Context: an optimization exercise on an open-source flow, tuned for small area, a short achievable clock period and few clock cycles. The choices shown serve that exercise and are no tape-out recipe. Only simulation tests tie the RTL to the original design; equivalence was not proved.

==> inputs of run a <==
==> flow/design.v <==
module xbee_rx #(
    parameter RX_CAP = 128            
) (
    input  wire       clk,
    input  wire       rst,            
    input  wire       api_mode,       
    input  wire       in_valid,
    output wire       in_ready,
    input  wire [7:0] in_data,
    output wire       out_valid,
    input  wire       out_ready,
    output wire [7:0] out_data,
    output wire       out_last,
    output wire       out_fault,      
    output wire       out_chk_err     
);
    localparam [1:0] P_WAIT = 2'd0, P_HI = 2'd1, P_LO = 2'd2, P_BODY = 2'd3;
    localparam [2:0] R_IDLE = 3'd0, R_HDR = 3'd1, R_H1 = 3'd2, R_H2 = 3'd3,
                     R_BODY = 3'd4;
    reg        rdy;
    reg        bv;                    
    reg  [7:0] b;
    reg        e7, d7;                
    reg        bes;                   
    reg        p7d;                   
    reg        mode;                  
    reg        rr;                    
    wire take = in_valid & rdy;
    always @(posedge clk) begin
        b    <= in_data;
        e7   <= (in_data == 8'h7E);
        d7   <= (in_data == 8'h7D);
        mode <= api_mode;
        rr   <= rst;
        if (rst) begin
            bv  <= 1'b0;
            p7d <= 1'b0;
        end else begin
            bv <= take;
            if (take) begin
                bes <= p7d;
                p7d <= mode & (in_data == 8'h7D);
            end
        end
    end
    reg  [1:0] ph;
    reg        hz;                    
    reg        dl;                    
    reg  [6:0] rc;                    
    reg  [7:0] sum;
    reg  [6:0] len;
    reg  [7:0] wp;                    
    reg  [7:0] fb;                    
    reg        pend;                  
    reg        ce;                    
    reg  [7:0] wlo;                   
    reg  [15:0] whi;                  
    reg  [7:0] wd;
    reg        cmu;                   
    reg  [7:0] mem [0:RX_CAP-1];
    reg  [7:0] cm;                    
    reg  [7:0] ra;                    
    wire [7:0] v     = b ^ {2'b00, bes, 5'b00000};
    wire       start = bv & e7 & ((ph == P_WAIT) | (mode & ~bes));
    wire       escm  = bv & mode & d7;
    wire       data  = bv & ~start & ~escm;
    wire       rz    = (rc == 7'd0);
    wire       lo_ok = hz & (v != 8'd0) & (v <= 8'd124);
    wire       s_hi   = data & (ph == P_HI);
    wire       s_lo   = data & (ph == P_LO);
    wire       s_body = data & (ph == P_BODY);
    wire       s_done = s_body & rz & dl;
    wire       s_flt  = s_body & rz & ~dl;
    wire       s_dat  = s_body & ~rz;
    always @(posedge clk) begin
        if (rr) begin
            ph   <= P_WAIT;
            wp   <= 8'd0;
            fb   <= 8'd0;
            pend <= 1'b0;
            wlo  <= 8'd0;
            cmu  <= 1'b0;
            cm   <= 8'd0;
        end else begin
            if (start)
                ph <= P_HI;
            else if (s_hi)
                ph <= P_LO;
            else if (s_lo)
                ph <= P_BODY;
            else if (s_done | s_flt)
                ph <= P_WAIT;
            if (s_hi)
                hz <= (v == 8'd0);
            if (s_lo) begin
                dl  <= lo_ok;
                len <= v[6:0];
                rc  <= lo_ok ? v[6:0] : 7'd125;
            end else if (s_dat) begin
                rc <= rc - 7'd1;
            end
            if (start)
                sum <= 8'd0;
            else if (s_dat)
                sum <= sum + v;
            if (s_done)
                ce <= ((v ^ sum) != 8'hFF);
            pend <= s_done;
            if (pend)
                fb <= wp;
            else if (s_flt)
                fb <= wp + 8'd1;
            if (pend)
                wp <= wp;
            else if (start)
                wp <= fb;
            else if ((s_lo & lo_ok) | (s_dat & dl) | s_done | s_flt)
                wp <= wp + 8'd1;
            wlo <= (pend | (s_dat & dl) | s_done | s_flt) ?
                   (8'd1 << (pend ? fb[2:0] : wp[2:0])) : 8'd0;
            cmu <= pend | s_flt;
            if (cmu)
                cm <= fb;
        end
    end
    always @(posedge clk) begin
        if (rst | rr)
            rdy <= 1'b1;
        else
            rdy <= ((wp - ra) <= 8'd125);
    end
    always @(posedge clk) begin
        if (pend) begin
            whi <= 16'd1 << fb[6:3];
            wd  <= {ce, len};
        end else begin
            whi <= 16'd1 << wp[6:3];
            wd  <= s_flt ? 8'd0 : v;
        end
    end
    integer wr, wc;
    always @(posedge clk) begin
        for (wr = 0; wr < 16; wr = wr + 1)
            for (wc = 0; wc < 8; wc = wc + 1)
                if (whi[wr] & wlo[wc])
                    mem[wr*8 + wc] <= wd;
    end
    reg  [2:0] rs;
    reg  [6:0] oc;                    
    reg        rchk;
    reg  [7:0] rq;
    reg  [7:0] gal;                   
    reg  [3:0] gah;                   
    reg  [7:0] g [0:3];
    reg        avq;                   
    reg        ov, olast, ofault, ochk;
    reg  [7:0] od;
    wire [31:0] gsel1 = {{8{gah[3]}} & gal, {8{gah[2]}} & gal,
                         {8{gah[1]}} & gal, {8{gah[0]}} & gal};
    wire [7:0]  gal1  = {gal[6:0], gal[7]};
    wire [3:0]  gah1  = gal[7] ? {gah[2:0], gah[3]} : gah;
    reg  [7:0]  s1 [0:3];
    integer qi, wi;
    always @(*) begin
        for (qi = 0; qi < 4; qi = qi + 1) begin
            s1[qi] = 8'd0;
            for (wi = 0; wi < 32; wi = wi + 1)
                s1[qi] = s1[qi] | (mem[qi*32 + wi] & {8{gsel1[wi]}});
        end
    end
    wire [7:0] gq    = g[ra[6:5]];
    wire       avail = (ra != cm);
    wire       oload = ~ov | out_ready;
    wire       ocz   = (oc == 7'd0);
    wire       hflt  = (rq == 8'd0);      
    wire       adv   = ((rs == R_IDLE) & avq) |
                       (((rs == R_H2) | ((rs == R_BODY) & ~ocz)) & oload);
    wire       gload = (rs == R_IDLE) | (rs == R_HDR) | adv;
    always @(posedge clk) begin
        if (gload) begin
            g[0] <= s1[0];
            g[1] <= s1[1];
            g[2] <= s1[2];
            g[3] <= s1[3];
        end
        if (adv)
            rq <= gq;
    end
    always @(posedge clk) begin
        if (rst | rr) begin
            ov <= 1'b0;
        end else if (rs != R_IDLE) begin
            if (oload)
                ov <= 1'b1;
        end else if (oload) begin
            ov <= 1'b0;
        end
        if (rr) begin
            rs  <= R_IDLE;
            ra  <= 8'd0;
            gal <= 8'd1;
            gah <= 4'd1;
            avq <= 1'b0;
        end else begin
            avq <= (rs == R_IDLE) & avail & ~avq;
            if (adv) begin
                ra <= ra + 8'd1;
                gal <= gal1;
                gah <= gah1;
            end
            if (rs == R_IDLE) begin
                if (avq)
                    rs <= R_HDR;
            end else if (oload) begin
                ofault <= 1'b0;
                olast  <= 1'b0;
                case (rs)
                    R_HDR: begin
                        od   <= 8'h7E;
                        oc   <= rq[6:0];
                        rchk <= rq[7];
                        ochk <= rq[7];
                        if (hflt) begin
                            ofault <= 1'b1;
                            olast  <= 1'b1;
                            rs     <= R_IDLE;
                        end else begin
                            gal <= gal1;
                            gah <= gah1;
                            rs <= R_H1;
                        end
                    end
                    R_H1: begin
                        od <= 8'h00;
                        rs <= R_H2;
                    end
                    R_H2: begin
                        od <= {1'b0, oc};
                        rs <= R_BODY;
                    end
                    default: begin
                        od <= rq;
                        oc <= oc - 7'd1;
                        if (ocz) begin
                            olast <= 1'b1;
                            gal   <= 8'd1 << ra[2:0];
                            gah   <= 4'd1 << ra[4:3];
                            rs    <= R_IDLE;
                        end
                    end
                endcase
            end
        end
    end
    assign in_ready    = rdy;
    assign out_valid   = ov;
    assign out_data    = od;
    assign out_last    = olast;
    assign out_fault   = ofault;
    assign out_chk_err = ochk;
endmodule
==> flow/run.sh <==
#!/bin/bash
# synth_recipe.tcl (not shown) runs the flow's synth.tcl, then flattens the netlist and writes it again
# the make line also repeats each setting of config.mk as NAME=value (left out here)
make -C /OpenROAD-flow-scripts/flow DESIGN_CONFIG=/design/flow/config.mk WORK_HOME=/design/flow/orfs CLKGATE_MAP_FILE= SYNTH_SCRIPT=/design/flow/synth_recipe.tcl finish
==> flow/config.mk <==
export PLATFORM = sky130hd
export DESIGN_NAME = xbee_rx
export DESIGN_NICKNAME = xbee_rx
export VERILOG_FILES = /design/flow/design.v
export SDC_FILE = /design/flow/constraint.sdc
export NUM_CORES = 4
export LEC_CHECK = 0
export CAP_MARGIN = 20
export CORE_MARGIN = 2
export CORE_UTILIZATION = 60
export SETUP_SLACK_MARGIN = 3.7
export SLEW_MARGIN = 20
==> flow/constraint.sdc <==
create_clock -name core_clock -period 6.0 [get_ports {clk}]
set_input_delay 1.2000 -clock core_clock [delete_from_list [all_inputs] [get_ports {clk}]]
set_output_delay 1.2000 -clock core_clock [all_outputs]
set_load 0.01 [all_outputs]
==> run b: changes against run a <==
--- a/flow/design.v
+++ b/flow/design.v
@@ -55,4 +55,4 @@
     reg        ce;                    
-    reg  [7:0] wlo;                   
-    reg  [15:0] whi;                  
+    reg        we;
+    reg  [6:0] wa;
     reg  [7:0] wd;
@@ -80,3 +80,3 @@
             pend <= 1'b0;
-            wlo  <= 8'd0;
+            we   <= 1'b0;
             cmu  <= 1'b0;
@@ -118,5 +118,11 @@
                 wp <= wp + 8'd1;
-            wlo <= (pend | (s_dat & dl) | s_done | s_flt) ?
-                   (8'd1 << (pend ? fb[2:0] : wp[2:0])) : 8'd0;
+            we  <= pend | (s_dat & dl) | s_done | s_flt;
             cmu <= pend | s_flt;
+            if (pend) begin
+                wa <= fb[6:0];
+                wd <= {ce, len};
+            end else begin
+                wa <= wp[6:0];
+                wd <= s_flt ? 8'd0 : v;
+            end
             if (cmu)
@@ -132,16 +138,4 @@
     always @(posedge clk) begin
-        if (pend) begin
-            whi <= 16'd1 << fb[6:3];
-            wd  <= {ce, len};
-        end else begin
-            whi <= 16'd1 << wp[6:3];
-            wd  <= s_flt ? 8'd0 : v;
-        end
-    end
-    integer wr, wc;
-    always @(posedge clk) begin
-        for (wr = 0; wr < 16; wr = wr + 1)
-            for (wc = 0; wc < 8; wc = wc + 1)
-                if (whi[wr] & wlo[wc])
-                    mem[wr*8 + wc] <= wd;
+        if (we)
+            mem[wa] <= wd;
     end
@@ -150,23 +144,18 @@
     reg        rchk;
-    reg  [7:0] rq;
-    reg  [7:0] gal;                   
-    reg  [3:0] gah;                   
-    reg  [7:0] g [0:3];
-    reg        avq;                   
     reg        ov, olast, ofault, ochk;
     reg  [7:0] od;
-    wire [31:0] gsel1 = {{8{gah[3]}} & gal, {8{gah[2]}} & gal,
-                         {8{gah[1]}} & gal, {8{gah[0]}} & gal};
-    wire [7:0]  gal1  = {gal[6:0], gal[7]};
-    wire [3:0]  gah1  = gal[7] ? {gah[2:0], gah[3]} : gah;
-    reg  [7:0]  s1 [0:3];
-    integer qi, wi;
+    wire [7:0]  rlo = 8'd1 << ra[2:0];
+    wire [15:0] rhi = 16'd1 << ra[6:3];
+    reg  [7:0]  rg [0:15];
+    reg  [7:0]  rdat;
+    integer gi, wi;
     always @(*) begin
-        for (qi = 0; qi < 4; qi = qi + 1) begin
-            s1[qi] = 8'd0;
-            for (wi = 0; wi < 32; wi = wi + 1)
-                s1[qi] = s1[qi] | (mem[qi*32 + wi] & {8{gsel1[wi]}});
-        end
-    end
-    wire [7:0] gq    = g[ra[6:5]];
+        rdat = 8'd0;
+        for (gi = 0; gi < 16; gi = gi + 1) begin
+            rg[gi] = 8'd0;
+            for (wi = 0; wi < 8; wi = wi + 1)
+                rg[gi] = rg[gi] | (mem[gi*8 + wi] & {8{rlo[wi]}});
+            rdat = rdat | (rg[gi] & {8{rhi[gi]}});
+        end
+    end
     wire       avail = (ra != cm);
@@ -174,16 +163,2 @@
     wire       ocz   = (oc == 7'd0);
-    wire       hflt  = (rq == 8'd0);      
-    wire       adv   = ((rs == R_IDLE) & avq) |
-                       (((rs == R_H2) | ((rs == R_BODY) & ~ocz)) & oload);
-    wire       gload = (rs == R_IDLE) | (rs == R_HDR) | adv;
-    always @(posedge clk) begin
-        if (gload) begin
-            g[0] <= s1[0];
-            g[1] <= s1[1];
-            g[2] <= s1[2];
-            g[3] <= s1[3];
-        end
-        if (adv)
-            rq <= gq;
-    end
     always @(posedge clk) begin
@@ -198,18 +173,14 @@
         if (rr) begin
-            rs  <= R_IDLE;
-            ra  <= 8'd0;
-            gal <= 8'd1;
-            gah <= 4'd1;
-            avq <= 1'b0;
+            rs <= R_IDLE;
+            ra <= 8'd0;
         end else begin
-            avq <= (rs == R_IDLE) & avail & ~avq;
-            if (adv) begin
-                ra <= ra + 8'd1;
-                gal <= gal1;
-                gah <= gah1;
-            end
             if (rs == R_IDLE) begin
-                if (avq)
-                    rs <= R_HDR;
+                if (avail) begin
+                    oc   <= rdat[6:0];
+                    rchk <= rdat[7];
+                    ra   <= ra + 8'd1;
+                    rs   <= R_HDR;
+                end
             end else if (oload) begin
+                ochk   <= rchk;
                 ofault <= 1'b0;
@@ -218,7 +189,4 @@
                     R_HDR: begin
-                        od   <= 8'h7E;
-                        oc   <= rq[6:0];
-                        rchk <= rq[7];
-                        ochk <= rq[7];
-                        if (hflt) begin
+                        od <= 8'h7E;
+                        if (ocz & ~rchk) begin
                             ofault <= 1'b1;
@@ -227,4 +195,2 @@
                         end else begin
-                            gal <= gal1;
-                            gah <= gah1;
                             rs <= R_H1;
@@ -241,3 +207,4 @@
                     default: begin
-                        od <= rq;
+                        od <= rdat;
+                        ra <= ra + 8'd1;
                         oc <= oc - 7'd1;
@@ -245,4 +212,2 @@
                             olast <= 1'b1;
-                            gal   <= 8'd1 << ra[2:0];
-                            gah   <= 4'd1 << ra[4:3];
                             rs    <= R_IDLE;
Settings changed: CORE_UTILIZATION 60 to 40, SETUP_SLACK_MARGIN 3.7 to 3.6.
==> run c: changes against run a <==
==> flow/design.v (replaced) <==
module xbee_rx #(
    parameter RX_CAP = 128            
) (
    input  wire       clk,
    input  wire       rst,            
    input  wire       api_mode,       
    input  wire       in_valid,
    output wire       in_ready,
    input  wire [7:0] in_data,
    output wire       out_valid,
    input  wire       out_ready,
    output wire [7:0] out_data,
    output wire       out_last,
    output wire       out_fault,      
    output wire       out_chk_err     
);
    localparam [1:0] P_WAIT = 2'd0, P_HI = 2'd1, P_LO = 2'd2, P_BODY = 2'd3;
    localparam [2:0] R_IDLE = 3'd0, R_HDR = 3'd1, R_H1 = 3'd2, R_H2 = 3'd3,
                     R_BODY = 3'd4;
    reg        rdy;
    reg        bv;                    
    reg  [7:0] b;
    reg        e7, d7;                
    reg        bes;                   
    reg        p7d;                   
    wire take = in_valid & rdy;
    always @(posedge clk) begin
        b  <= in_data;
        e7 <= (in_data == 8'h7E);
        d7 <= (in_data == 8'h7D);
        if (rst) begin
            bv  <= 1'b0;
            p7d <= 1'b0;
        end else begin
            bv <= take;
            if (take) begin
                bes <= p7d;
                p7d <= api_mode & (in_data == 8'h7D);
            end
        end
    end
    reg  [1:0] ph;
    reg        hz;                    
    reg        dl;                    
    reg  [6:0] rc;                    
    reg  [7:0] sum;
    reg  [6:0] len;
    reg  [7:0] wp;                    
    reg  [7:0] fb;                    
    reg        pend;                  
    reg        ce;                    
    reg        we;
    reg  [6:0] wa;
    reg  [7:0] wd;
    reg        cmu;                   
    reg  [7:0] mem [0:RX_CAP-1];
    reg  [7:0] cm;                    
    reg  [7:0] ra;                    
    wire [7:0] v     = b ^ {2'b00, bes, 5'b00000};
    wire       start = bv & e7 & ((ph == P_WAIT) | (api_mode & ~bes));
    wire       escm  = bv & api_mode & d7;
    wire       data  = bv & ~start & ~escm;
    wire       rz    = (rc == 7'd0);
    wire       lo_ok = hz & (v != 8'd0) & (v <= 8'd124);
    wire       s_hi   = data & (ph == P_HI);
    wire       s_lo   = data & (ph == P_LO);
    wire       s_body = data & (ph == P_BODY);
    wire       s_done = s_body & rz & dl;
    wire       s_flt  = s_body & rz & ~dl;
    wire       s_dat  = s_body & ~rz;
    always @(posedge clk) begin
        if (rst) begin
            ph   <= P_WAIT;
            wp   <= 8'd0;
            fb   <= 8'd0;
            pend <= 1'b0;
            we   <= 1'b0;
            cmu  <= 1'b0;
            cm   <= 8'd0;
            rdy  <= 1'b1;
        end else begin
            if (start)
                ph <= P_HI;
            else if (s_hi)
                ph <= P_LO;
            else if (s_lo)
                ph <= P_BODY;
            else if (s_done | s_flt)
                ph <= P_WAIT;
            if (s_hi)
                hz <= (v == 8'd0);
            if (s_lo) begin
                dl  <= lo_ok;
                len <= v[6:0];
                rc  <= lo_ok ? v[6:0] : 7'd125;
            end else if (s_dat) begin
                rc <= rc - 7'd1;
            end
            if (start)
                sum <= 8'd0;
            else if (s_dat)
                sum <= sum + v;
            if (s_done)
                ce <= ((v ^ sum) != 8'hFF);
            pend <= s_done;
            if (pend)
                fb <= wp;
            else if (s_flt)
                fb <= wp + 8'd1;
            if (pend)
                wp <= wp;
            else if (start)
                wp <= fb;
            else if ((s_lo & lo_ok) | (s_dat & dl) | s_done | s_flt)
                wp <= wp + 8'd1;
            we  <= pend | (s_dat & dl) | s_done | s_flt;
            cmu <= pend | s_flt;
            if (pend) begin
                wa <= fb[6:0];
                wd <= {ce, len};
            end else begin
                wa <= wp[6:0];
                wd <= s_flt ? 8'd0 : v;
            end
            if (cmu)
                cm <= fb;
            rdy <= ((wp - ra) <= 8'd125);
        end
    end
    always @(posedge clk) begin
        if (we)
            mem[wa] <= wd;
    end
    reg  [2:0] rs;
    reg  [6:0] oc;                    
    reg        rchk;
    reg        ov, olast, ofault, ochk;
    reg  [7:0] od;
    wire [7:0] rdat  = mem[ra[6:0]];
    wire       avail = (ra != cm);
    wire       oload = ~ov | out_ready;
    wire       ocz   = (oc == 7'd0);
    always @(posedge clk) begin
        if (rst) begin
            rs <= R_IDLE;
            ra <= 8'd0;
            ov <= 1'b0;
        end else begin
            if (rs == R_IDLE) begin
                if (avail) begin
                    oc   <= rdat[6:0];
                    rchk <= rdat[7];
                    ra   <= ra + 8'd1;
                    rs   <= R_HDR;
                end
                if (oload)
                    ov <= 1'b0;
            end else if (oload) begin
                ov     <= 1'b1;
                ochk   <= rchk;
                ofault <= 1'b0;
                olast  <= 1'b0;
                case (rs)
                    R_HDR: begin
                        od <= 8'h7E;
                        if (ocz & ~rchk) begin
                            ofault <= 1'b1;
                            olast  <= 1'b1;
                            rs     <= R_IDLE;
                        end else begin
                            rs <= R_H1;
                        end
                    end
                    R_H1: begin
                        od <= 8'h00;
                        rs <= R_H2;
                    end
                    R_H2: begin
                        od <= {1'b0, oc};
                        rs <= R_BODY;
                    end
                    default: begin
                        od <= rdat;
                        ra <= ra + 8'd1;
                        oc <= oc - 7'd1;
                        if (ocz) begin
                            olast <= 1'b1;
                            rs    <= R_IDLE;
                        end
                    end
                endcase
            end
        end
    end
    assign in_ready    = rdy;
    assign out_valid   = ov;
    assign out_data    = od;
    assign out_last    = olast;
    assign out_fault   = ofault;
    assign out_chk_err = ochk;
endmodule
Settings changed: CORE_UTILIZATION 60 to 40, SETUP_SLACK_MARGIN 3.7 to not set.
==> run d: changes against run a <==
Settings changed: CORE_UTILIZATION 60 to 70, GPL_TIMING_DRIVEN set to 1, SETUP_SLACK_MARGIN 3.7 to 3.8.
==> flow_summary.ini <==
[outcome]
outcome = complete, no violations

[power]
power.density_cell_area_nw_per_um2 = 373

[sta]
period_minus_slack_ns = 3.22

[worst_hold_path]
min_to = bes

[synthesis]
synth-adder-area-share_pct = 0.777
The numbers above come from run b.

==> flow_summary.ini <==
[outcome]
outcome = complete, no violations

[routing]
first_iter_violations = 6856

[worst_hold_path]
min_to = wd[4]

[sta]
period_minus_slack_ns = 2.42

[synthesis]
synth-adder-area-share_pct = 0.764
The numbers above come from run d.

==> flow_summary.ini <==
[outcome]
outcome = complete, no violations

[worst_hold_path]
min_to = bes

[power]
power.density_cell_area_nw_per_um2 = 357

[cells_and_area]
layout_common_cells = 1084 x edfxtp_1, 261 x mux4_2, 212 x nor2_1, 114 x clkbuf_16, 83 x nand2_1

[synthesis]
synth-adder-area-share_pct = 0.611

[sta]
period_minus_slack_ns = 4.11
The numbers above come from run c.

==> flow_summary.ini <==
[synthesis]
yosys_synthesis_warning_count = 4

[worst_hold_path]
min_to = wd[5]

[cells_and_area]
num-nonclk-buffers = 192

[power]
seq_power_share_pct = 49.0
power.density_cell_area_nw_per_um2 = 373

[outcome]
outcome = complete, no violations

[clock_network]
cts.htree.levels = 3
numClockSinks = 1208
The numbers above come from run a.

Testbench counts of run a, summed over its fixed seeds: cycles 28,916.
Testbench counts of run b, summed over its fixed seeds: cycles 28,875.
Testbench counts of run c, summed over its fixed seeds: cycles 28,875.
Testbench counts of run d, summed over its fixed seeds: cycles 28,916.

[port drivers added, routing unchanged]
The results above use ideal ports. As a check the final layouts listed here were re-extracted and re-timed, cells and wires unchanged.
Step 1 assumes that a clkbuf_16 drives the clock port and a buf_2 every other input.
Step 2 adds t to the input delays and takes it off the output delays; t is the mean of the earliest and latest rising clock arrival at the registers after step 1. Input paths then give back, and output paths get back, about the clock's delay inside the block.
Slacks: ideal ports / drivers / drivers and shift; pairs: ideal ports / drivers.
run	shift t [ns]	setup WS [ns]	hold WS [ns]	slew at the worst register clock pin (ns)	cell pins on the clock port's net
run a	0.752	3.605 / 3.532 / 3.149	0.445 / 0.445 / 0.445	0.07 / 0.07	1
run b	0.762	2.784 / 2.784 / 2.784	0.448 / 0.448 / 0.448	0.07 / 0.07	1
run c	0.745	1.887 / 1.887 / 1.887	0.433 / 0.433 / 0.433	0.06 / 0.06	1
run d	0.746	3.583 / 3.516 / 3.108	0.449 / 0.449 / 0.449	0.07 / 0.07	1
After both steps every run listed still meets setup and hold. For run d, which loses most, drivers alone change the setup slack by -0.067 ns; drivers and shift together by -0.475 ns.
